From an optimization exercise on the open Yosys and OpenROAD flow, aimed at small area and a short achievable clock period; shortcuts taken in it are not production practice. Only simulation tests tie the RTL to the original design; equivalence was not proved.

==> inputs of 10-17 <==
Design umps_disk, start of the top module:
module umps_disk (
    input  wire        clk,
    input  wire        rst,           
    input  wire [7:0]  clock_rate,    
    input  wire [15:0] cyls,          
    input  wire [7:0]  heads,         
    input  wire [7:0]  sects,         
    input  wire [15:0] rot_time,      
    input  wire [11:0] seek_time,     
    input  wire [6:0]  data_pct,      
    input  wire [3:0]  dma_ticks,     
    input  wire        tick,          
    input  wire [31:0] tod_lo,        
    input  wire        req_valid,
    input  wire        req_write,
    input  wire [2:0]  req_addr,      
    input  wire [31:0] req_wdata,
    output reg         rvalid,
    output reg  [31:0] rdata,
    input  wire        working,
    input  wire        dma_out_fail,  
    input  wire        dma_in_fail,   
    output reg         dma_out,       
    output reg         dma_in,        
    output reg  [31:0] dma_addr,      
    output reg         img_valid,     
    output reg         img_write,     
    output wire [15:0] img_cyl,
    output wire [7:0]  img_head,
    output wire [7:0]  img_sect,
    output wire        ip             
);
Settings: LEC_CHECK=0, CAP_MARGIN=20, CORE_MARGIN=2, CORE_UTILIZATION=40, SLEW_MARGIN=20; clock period 260.0 ns.
run.sh (not shown) runs the stock make flow with config.mk's settings and CLKGATE_MAP_FILE= SYNTH_SCRIPT=/design/flow/synth_recipe.tcl, a recipe that flattens the netlist after the stock synthesis.
==> 12-10 (differences from 10-17) <==
--- a/flow/design.v
+++ b/flow/design.v
@@ -81,27 +81,49 @@
             c = 1'b1;
             for (i = 0; i < 32; i = i + 1) begin
                 f_inc[i] = a[i] ^ c;
                 c = c & a[i];
             end
         end
     endfunction
+    function [26:0] psub;
+        input [25:0] a; input [25:0] b;
+        reg [25:0] g, p, G, P, G2, P2; integer i, l, k;
+        reg [26:0] br;
+        begin
+            for (i=0;i<26;i=i+1) begin g[i] = ~a[i] & b[i]; p[i] = ~(a[i] ^ b[i]); end
+            G = g; P = p;
+            for (l=0;l<5;l=l+1) begin
+                G2 = G; P2 = P;
+                for (i=0;i<26;i=i+1) if ((i >> l) & 1) begin
+                    k = ((i >> l) << l) - 1;
+                    G2[i] = G[i] | (P[i] & G[k]); P2[i] = P[i] & P[k];
+                end
+                G = G2; P = P2;
+            end
+            br[0] = 1'b0;
+            for (i=0;i<26;i=i+1) br[i+1] = G[i];
+            for (i=0;i<26;i=i+1) psub[i] = a[i] ^ b[i] ^ br[i];
+            psub[26] = br[26];
+        end
+    endfunction
     localparam [2:0] ST_READY    = 3'd1;
     localparam [2:0] ST_ILLEGAL  = 3'd2;
     localparam [2:0] ST_BUSY     = 3'd3;
     localparam [2:0] ST_SEEKERR  = 3'd4;
     localparam [2:0] ST_DREADERR = 3'd5;
     localparam [2:0] ST_DWRITERR = 3'd6;
     localparam [2:0] ST_DMAERR   = 3'd7;
     localparam [2:0] PH_RST  = 3'd0;   
     localparam [2:0] PH_SEEK = 3'd1;   
     localparam [2:0] PH_REM  = 3'd2;   
     localparam [2:0] PH_SECT = 3'd3;   
     localparam [2:0] PH_DATA = 3'd4;   
     localparam [2:0] PH_DMA  = 3'd5;   
+    localparam [2:0] PH_ENT  = 3'd6;   
     reg [2:0]    status;
     reg [31:0]   command;
     reg [31:0]   data0;
     reg          pend;
     reg          fresh;               
     reg [2:0]    phase;
     reg [30:0]   c1;
@@ -118,46 +140,63 @@
     assign ip       = pend;
     assign img_cyl  = cache_cyl;
     assign img_head = cache_head;
     assign img_sect = cache_sect;
     wire busy = status == ST_BUSY;
     wire i1   = init == 2'd1;
     wire i2   = init == 2'd2;
-    wire [31:0] dv_n = i1 ? {8'd0, trem} : {c2[0], c1};
-    wire [23:0] dv_d = i1 ? {16'd0, tcur} : st;
-    wire [31:0] dv_q;
+    localparam integer DK = 9;
+    wire [23:0] st_q;
     genvar gi;
     generate
+        for (gi = 0; gi < 24; gi = gi + 1) begin : g_st
+            wire [8:0] t;
+            wire [9:0] df;
+            wire       ge;
+            wire [7:0] rout;
+            if (gi == 0) begin : g_first
+                assign t = {8'd0, trem[23]};
+            end else begin : g_next
+                assign t = {g_st[gi-1].rout, trem[23-gi]};
+            end
+            assign df   = {1'b0, t} - {2'b0, tcur};
+            assign ge   = ~df[9];
+            assign rout = ge ? df[7:0] : t[7:0];
+            assign st_q[23-gi] = ge;
+        end
         for (gi = 0; gi < 32; gi = gi + 1) begin : g_row
             localparam integer W  = (gi < 24) ? gi : 24;          
             localparam integer WO = (gi + 1 < 24) ? gi + 1 : 24;   
             wire [24:0] t;
-            wire [32:0] df;
+            wire [26:0] df;
             wire        ge;
             wire [23:0] rout;
             wire [8:0]  m2;
-            wire [32:0] mdf;
+            wire [9:0]  mdf;
             wire [7:0]  m;
+            wire [23:0] dd = (gi < DK) ? st_q : st;
             if (gi == 0) begin : g_first
-                assign t  = {24'd0, dv_n[31]};
+                assign t  = {24'd0, tod_lo[31]};
                 assign m2 = {8'd0, ge};
+            end else if (gi == DK) begin : g_resume
+                assign t  = {trem, c1[31-DK]};
+                assign m2 = {c2, ge};
             end else begin : g_next
-                assign t  = {g_row[gi-1].rout, dv_n[31-gi]};
+                assign t  = {g_row[gi-1].rout, (gi < DK) ? tod_lo[31-gi] : c1[31-gi]};
                 assign m2 = {g_row[gi-1].m, ge};
             end
-            assign df = {8'd0, t} - {9'd0, dv_d};
-            assign ge = ~df[32];
+            assign df = psub({1'b0, t}, {2'b0, dd});
+            assign ge = ~df[26];
             if (WO < 24) begin : g_narrow
                 assign rout = {{(24-WO){1'b0}}, (ge ? df[WO-1:0] : t[WO-1:0])};
             end else begin : g_wide
                 assign rout = ge ? df[23:0] : t[23:0];
             end
-            assign dv_q[31-gi] = ge;
-            assign mdf = {24'd0, m2} - {25'd0, tcur};
-            assign m   = mdf[32] ? m2[7:0] : mdf[7:0];
+            assign mdf = {1'b0, m2} - {2'b0, tcur};
+            assign m   = mdf[9] ? m2[7:0] : mdf[7:0];
         end
     endgenerate
     wire [23:0] rem = i2 ? g_row[31].rout : trem;
     wire [7:0]  cur = i2 ? g_row[31].m : tcur;
     wire [23:0] mu_a = rst ? {8'd0, rot_time} : st;
     wire [7:0]  mu_b = rst ? clock_rate : {1'b0, data_pct};
     wire [31:0] mu_p;
@@ -179,66 +218,70 @@
     wire [7:0]  op_sect = command[15:8];
     wire [15:0] op_cyl  = command[31:16];
     wire        hit     = cache_valid && cache_cyl == cur_cyl &&
                           cache_head == op_head && cache_sect == op_sect;
     wire [32:0] off_a = f_add({24'd0, op_sect}, {24'd0, ~cur}, 1'b0);    
     wire [32:0] off_b = f_add({24'd0, off_a[7:0]}, {24'd0, sects}, 1'b0);
     wire [7:0]  off   = off_a[8] ? off_a[7:0] : off_b[7:0];
-    wire [7:0]  off_m1 = f_dec({24'd0, off});
+    wire [7:0]  off_dn = f_dec({24'd0, c2});
     wire [32:0] sd    = f_sub({16'd0, op_cyl}, {16'd0, cur_cyl});
     wire [15:0] sd_m1 = sd[32] ? ~sd[15:0] : f_dec({16'd0, sd[15:0]});
     wire [11:0] stm1  = f_dec({20'd0, seek_time});
     wire [15:0] ccm1  = f_dec({16'd0, cur_cyl});
+    wire [7:0]  sp     = (op_sect == 8'd0) ? f_dec({24'd0, sects}) : f_dec({24'd0, op_sect});
+    wire        rd_hit = (command[2:0] == 3'd3) && hit;
     reg [2:0]  e_ph;
     reg [30:0] e_c1;
     reg [7:0]  e_c2;
+    reg        e_last;                 
     always @(*) begin
         e_ph = phase;
         e_c1 = c1;
         e_c2 = c2;
+        e_last = rd_hit || (c1[27:4] == 24'd0 && c2 == 8'd0 && !xd_ge);
         if (fresh) begin
             case (command[2:0])
                 3'd0: begin
                     e_ph = PH_RST;
                     e_c2 = clock_rate;
                     e_c1 = 31'd399;
                 end
                 3'd2: begin
                     e_ph = PH_SEEK;
                     e_c2 = clock_rate;
                     e_c1 = {3'd0, sd_m1, stm1};
                 end
                 default: begin
-                    if (command[2:0] == 3'd3 && hit) begin
-                        e_ph = PH_DMA;
-                        e_c1 = {27'd0, dma_ticks};
-                    end else if (rem != 24'd0) begin
-                        e_ph = PH_REM;
-                        e_c1 = {7'd0, rem};
-                        e_c2 = off;
-                    end else if (off != 8'd0) begin
-                        e_ph = PH_SECT;
-                        e_c1 = {7'd0, st};
-                        e_c2 = off_m1;
-                    end else if (xd_ge) begin
-                        e_ph = PH_DATA;
-                        e_c1 = xd;
-                    end else begin
-                        e_ph = PH_DMA;
-                        e_c1 = {27'd0, dma_ticks};
-                    end
+                    e_ph = PH_DMA;
+                    e_c1 = {3'd0, rem, dma_ticks};
+                    e_c2 = off;
+                    e_last = rd_hit || (rem == 24'd0 && cur == sp && !xd_ge);
                 end
             endcase
+        end else if (phase == PH_ENT) begin
+            if (c1[27:4] != 24'd0) begin
+                e_ph = PH_REM;
+                e_c1 = {7'd0, c1[27:4]};
+            end else if (c2 != 8'd0) begin
+                e_ph = PH_SECT;
+                e_c1 = {7'd0, st};
+                e_c2 = off_dn;
+            end else begin
+                e_ph = PH_DATA;
+                e_c1 = xd;
+            end
         end
     end
     wire is_cr   = (e_ph == PH_RST) || (e_ph == PH_SEEK);
     wire is_data = (e_ph == PH_DATA);
-    wire c1_one  = (e_c1 == 31'd1);
+    wire is_dma  = (e_ph == PH_DMA);
+    wire c1_one  = (e_c1[30:4] == 27'd0) & (e_c1[3:0] == 4'd1);
     wire c1_lt2h = (e_c1[30:8] == 23'd0) & ~(e_c1[7] & e_c1[6] & (e_c1[5] | e_c1[4] | e_c1[3]));   
-    wire run_end = is_cr ? (e_c2 == 8'd1) : is_data ? c1_lt2h : c1_one;
+    wire run_end = is_cr ? (e_c2 == 8'd1) : is_data ? c1_lt2h :
+                   is_dma ? (e_c1[3:0] == 4'd1) : c1_one;
     wire [32:0] c1_dn = f_add({1'b0, e_c1}, {1'b0, 23'h7fffff, 1'b1, ~is_data, ~is_data, 3'b111, ~is_data, ~is_data}, 1'b0);
     wire [7:0]  c2_dn = f_dec({24'd0, e_c2});
     wire        us_z  = (e_c1[11:0] == 12'd0);
     wire        cy_z  = (e_c1[27:12] == 16'd0);
     reg [2:0]  t_ph;
     reg [30:0] t_c1;
     reg [7:0]  t_c2;
@@ -264,31 +307,32 @@
                     done = 1'b1;
                 end
             end
         end else if (!run_end) begin
             t_c1 = c1_dn[30:0];
         end else begin
             case (e_ph)
+                PH_DMA: begin
+                    if (e_last)
+                        done = 1'b1;
+                    else
+                        t_ph = PH_ENT;
+                end
                 PH_REM, PH_SECT: begin
                     if (e_c2 != 8'd0) begin
                         t_ph = PH_SECT;
                         t_c2 = c2_dn;
                         t_c1 = {7'd0, st};
                     end else if (xd_ge) begin
                         t_ph = PH_DATA;
                         t_c1 = xd;
                     end else begin
-                        t_ph = PH_DMA;
-                        t_c1 = {27'd0, dma_ticks};
+                        done = 1'b1;
                     end
                 end
-                PH_DATA: begin
-                    t_ph = PH_DMA;
-                    t_c1 = {27'd0, dma_ticks};
-                end
                 default: begin
                     done = 1'b1;
                 end
             endcase
         end
     end
     reg [2:0]    n_status;
@@ -488,30 +532,33 @@
             dma_out     <= n_dma_out;
             dma_in      <= n_dma_in;
             img_valid   <= n_img_valid;
             img_write   <= n_img_write;
             init        <= {i1, 1'b0};
         end
         if (i1 && !rst)
-            st <= dv_q[23:0];
+            st <= st_q;
         if (i1) begin
-            {c2[0], c1} <= tod_lo;
+            c1 <= {{DK{1'b0}}, tod_lo[31-DK:0]};
+            c2 <= g_row[DK-1].m;
         end else if (tick && busy) begin
             phase <= t_ph;
             c1    <= t_c1;
             c2    <= t_c2;
         end else begin
             phase <= e_ph;
             c1    <= e_c1;
             c2    <= e_c2;
         end
         if (rst) begin
             trem <= mu_p[23:0];
             tcur <= sects;
-        end else if (!i1) begin
+        end else if (i1) begin
+            trem <= g_row[DK-1].rout;
+        end else begin
             if (tick && tod_z) begin
                 trem <= 24'd0;
                 tcur <= 8'd0;
             end else if (tick && rem_w) begin
                 trem <= 24'd0;
                 tcur <= cur_w ? 8'd0 : cur_1;
             end else if (tick) begin
- CORE_UTILIZATION: 40 -> 65
==> comparison table <==
metric                                                                    10-17           12-10
Outcome                                                          finished clean  finished clean
Overall global routing resource usage                                     0.316           0.494
Final non-filler cell area                                           73600 um^2      79800 um^2
Netlist area before placement                                        67100 um^2      74400 um^2
Destination of the critical timing path                                  c1[30]     cur_cyl[10]
Diodes inserted                                                              13              21
Global-route wire length before repair                                413000 um       447000 um
Non-clock buffering overhead in the final layout                         0.0492          0.0483
Routed length on met3                                                  22600 um        46700 um
Fraction of synthesized cell area in xor and xnor cells                  0.0638          0.0708
Max Fanout on Critical Path                                                  63              36
Number of cell instances on the worst register-to-register path             535             357
Number of vias after detailed routing                                     69100           78600
Adder and majority gate portion of the synthesized area                   0.240           0.279
Met1 track utilization from global routing                                0.415           0.621
Stages on the worst setup path                                              535             357
Die Height                                                               414 um          342 um
Critical path data required time                                      260.57 ns       260.48 ns
Shortest period the worst path allows                                 124.55 ns        96.09 ns

-- port drivers added, routing unchanged --
How much do the figures lean on ideal ports? The routed layouts below were timed once more, with nothing changed but the port constraints.
Step 1 sets driving cells, clkbuf_16 on the clock port and buf_2 on the other inputs (assumed; they add their load-dependent delay and slew).
Step 2 moves the port delays by t, midway between the first and last clock arrival at a register: inputs arrive t later, outputs are due t later. That takes back most of the time a late clock gives input paths.
Three values: no drivers, after step 1, after step 2; two values: the first two.
run | shift t [ns] | slack for setup (ns) | worst hold slack (ns) | clock arrival spread, ns | slew at the worst register clock pin (ns)
10-17 | 0.679 | 135.450 / 135.450 / 135.450 | 0.437 / 0.437 / 0.437 | 0.057 / 0.058 | 0.08 / 0.08
12-10 | 0.672 | 163.911 / 163.911 / 163.911 | 0.460 / 0.460 / 0.460 | 0.072 / 0.072 | 0.07 / 0.07
After both steps every run listed still meets setup and hold.
